This is an optimization exercise on Yosys and OpenROAD, whose aim is small area, a short achievable clock period and few clock cycles, not a production implementation.
In this exercise RTL edits were held to simulation tests only and were not proved equivalent to the original.
Power figures rest on the tool's default switching activity, not on a simulated workload.

==> flow/design.v (excerpt) <==
module obd_rx (
    input  wire        clk,
    input  wire        rst,
    input  wire        start,
    input  wire [1:0]  proto,     
    input  wire [7:0]  pid,
    input  wire [7:0]  mode,
    input  wire [7:0]  cap,       
    input  wire [17:0] per,       
    output wire        idle,
    input  wire        e_valid,
    output wire        e_ready,
    input  wire [31:0] e_time,
    input  wire        e_end,     
    output reg         o_valid,
    output reg  [7:0]  o_data,
    output reg         done,
    output reg  [7:0]  status,
    output reg  [7:0]  count,     
    output reg  [6:0]  nbytes,    
    output reg         framing    
);
    localparam [7:0] ST_OK         = 8'h00;
    localparam [7:0] ST_NACK       = 8'h01;
    localparam [7:0] ST_ERR_TIMING = 8'h10;
    localparam [7:0] ST_ERR_SHORT  = 8'h11;
    localparam [7:0] ST_ERR_SID    = 8'h12;
    localparam [7:0] ST_ERR_PID    = 8'h13;
    localparam [7:0] ST_ERR_TRUNC  = 8'h14;
    localparam [7:0] ST_ERR_PROTO  = 8'h15;
    reg        busy;      
    reg        rx;        
    reg [1:0]  r_proto;
    reg [7:0]  r_pid;
    reg [7:0]  r_mode;
    reg [6:0]  r_cap;     
    reg [17:0] r_per;
    reg [19:0] m3;        
    reg [20:0] m5;        
    reg [20:0] m7;        
    reg [21:0] m9;        
    reg [21:0] h9;        
    reg        dv;
    reg        de;
    reg        sel;       
    reg [22:0] eA;        
    reg [22:0] eB;
    reg [30:0] th9n;      
    reg        act;       
    reg        stop;      
    reg [30:0] sh9n;      
    reg [9:0]  samp;      
    reg        fresh;     
    reg        ps;        
    reg [2:0]  h;
    reg [3:0]  pn;        
    reg        st0;       
    reg [3:0]  dsx;       
    reg [2:0]  nmin;      
    reg        nack;
    reg        sid_ok;
    reg        pid_ok;
    reg [7:0]  hb;        
    reg [1:0]  tag;       
    reg        trunc;     
    reg [3:0]  lhi;       
    reg [6:0]  rem;       
    assign idle    = ~busy;
    assign e_ready = rx;
    wire        take = rx & e_valid;
  ...
clock: 10.0 ns
lec_check: 0
abc_area: 1
cap_margin: 20
core_margin: 2
core_utilization: 65
cts_buf_list: sky130_fd_sc_hd__clkbuf_16
cts_cluster_diameter: 80
cts_cluster_size: 30
slew_margin: 20
standard.sh (not shown) runs the stock make flow with config.mk's settings and CLKGATE_MAP_FILE= SYNTH_SCRIPT=/design/flow/synth_recipe.tcl, a recipe that flattens the netlist after the stock synthesis.
==> flow/flow/run.sh <==
#!/bin/bash
# Standard layout, with timing repair aiming below the clock period and
# small port buffers (the repair upsizes those that need it).
export SETUP_SLACK_MARGIN=6.5
export BUFFER_PORTS_ARGS="-buffer_cell sky130_fd_sc_hd__buf_2"
bash standard.sh > standard.log 2>&1
The baseline finished clean.
Testbench counts at the start, summed over its fixed seeds: cycles 18,436.
==> next run, changes <==
--- a/flow/flow/run.sh
+++ b/flow/flow/run.sh
@@ -5 +5 @@
-export BUFFER_PORTS_ARGS="-buffer_cell sky130_fd_sc_hd__buf_2"
+export BUFFER_PORTS_ARGS="-buffer_cell sky130_fd_sc_hd__buf_1"
CORE_UTILIZATION = 70   (was 65)
After rerunning: Non-clock buffer count went up by 14. Total power went down by about 0.35%. Cell count went down by 1.2%. Global-route usage went up by 2.9 points. Register-to-register slack is about the same. Setup slack gets worse by 0.17 ns. First-iteration DRC count went up by 9.0%. Cell area hardly moves. Sequential share of layout area is about the same.
==> next run, changes <==
--- a/flow/flow/run.sh
+++ b/flow/flow/run.sh
@@ -4 +4 @@
-export SETUP_SLACK_MARGIN=6.5
+export SETUP_SLACK_MARGIN=6.7
After rerunning:
- The changed run finished with timing, DRC and antenna clean
- hold slack degrades by 0.0048 ns
- wire length is higher by 7.8%
- die area does not change
- design area is higher by 5.3%
- setup slack degrades by 0.13 ns
- non-clock buffer count is higher by 59


obd_rx, a different RTL version from the one above (not shown whole).
Size in the first run: about 340 flip-flops, roughly 120 I/O pins, ~23000 µm² of cells after synthesis.
export LEC_CHECK = 0
export ABC_AREA = 1
export CAP_MARGIN = 20
export CORE_MARGIN = 2
export CORE_UTILIZATION = 60
export CTS_BUF_LIST = sky130_fd_sc_hd__clkbuf_8
export SLEW_MARGIN = 20
create_clock -name core_clock -period 10.0 [get_ports {clk}]
==> flow/flow/run.sh <==
#!/bin/bash
# Standard layout, with timing repair aiming below the clock period and
# small port buffers (the repair upsizes those that need it).
export SETUP_SLACK_MARGIN=6.6
export BUFFER_PORTS_ARGS="-buffer_cell sky130_fd_sc_hd__buf_2"
bash standard.sh > standard.log 2>&1
Testbench counts at the start, summed over its fixed seeds: cycles 18,436.
Then changed:
==> flow/flow/run.sh (replaced) <==
#!/bin/bash
# Standard layout, with timing repair aiming below the clock period and
# small port buffers (the repair upsizes those that need it).
export SETUP_SLACK_MARGIN=6.8
export BUFFER_PORTS_ARGS="-buffer_cell sky130_fd_sc_hd__buf_2"
bash standard.sh > standard.log 2>&1
Effect: The changed run went through all stages and came out clean. Die area does not change. Power increases by 3.4%. Area after synthesis does not change. Wire length decreases by 0.92%. Utilization increases by 3.1 points. Via count increases by about 0.5%. Worst hold slack is about the same. Worst setup slack gets better by 0.090 ns.
Then changed:
==> flow/flow/run.sh (replaced) <==
#!/bin/bash
# Standard layout, with timing repair aiming below the clock period and
# small port buffers (the repair upsizes those that need it).
export SETUP_SLACK_MARGIN=6.5
export BUFFER_PORTS_ARGS="-buffer_cell sky130_fd_sc_hd__buf_2"
bash standard.sh > standard.log 2>&1
=>
- clock skew rises by 0.0066 ns
- register-to-register slack is about the same
- worst setup slack degrades by 0.18 ns
- die area does not change
- area after synthesis does not change
- via count falls by about 2.2%
- sequential share of layout area climbs by 1.9 points
- final area drops by about 7%
- routed wire length goes down by about 4.3%
- power went down by about 9%

-- re-timing with driven ports --
Ports are ideal in the flow. The routed layouts listed here were re-timed in OpenROAD.
Step 1: set_driving_cell puts a clkbuf_16 on clk and a buf_2 on each other input, an assumption about the parent block.
Step 2, shift: input delay + t, output delay - t, t = (earliest + latest rising clock arrival at the registers) / 2. This alone moves slack from input paths to output paths.
Three values: ideal ports, drivers, drivers and shift; two values: the first two.
run	t, ns	setup slack, ns	latest minus earliest clock arrival (ns)
the first run of note 1	0.583	6.519 / 6.542 / 5.960	0.030 / 0.031
the second run of note 1	0.576	6.346 / 6.356 / 5.780	0.030 / 0.030
the third run of note 1	0.604	6.212 / 6.250 / 5.646	0.034 / 0.034
the first run of note 2	0.718	6.608 / 6.608 / 5.929	0.045 / 0.045
the second run of note 2	0.704	6.698 / 6.698 / 6.027	0.031 / 0.031
the third run of note 2	0.716	6.514 / 6.543 / 5.827	0.036 / 0.037
After both steps every run listed still meets setup and hold. For the third run of note 2, which loses most, drivers alone change the setup slack by +0.029 ns; drivers and shift together by -0.687 ns.
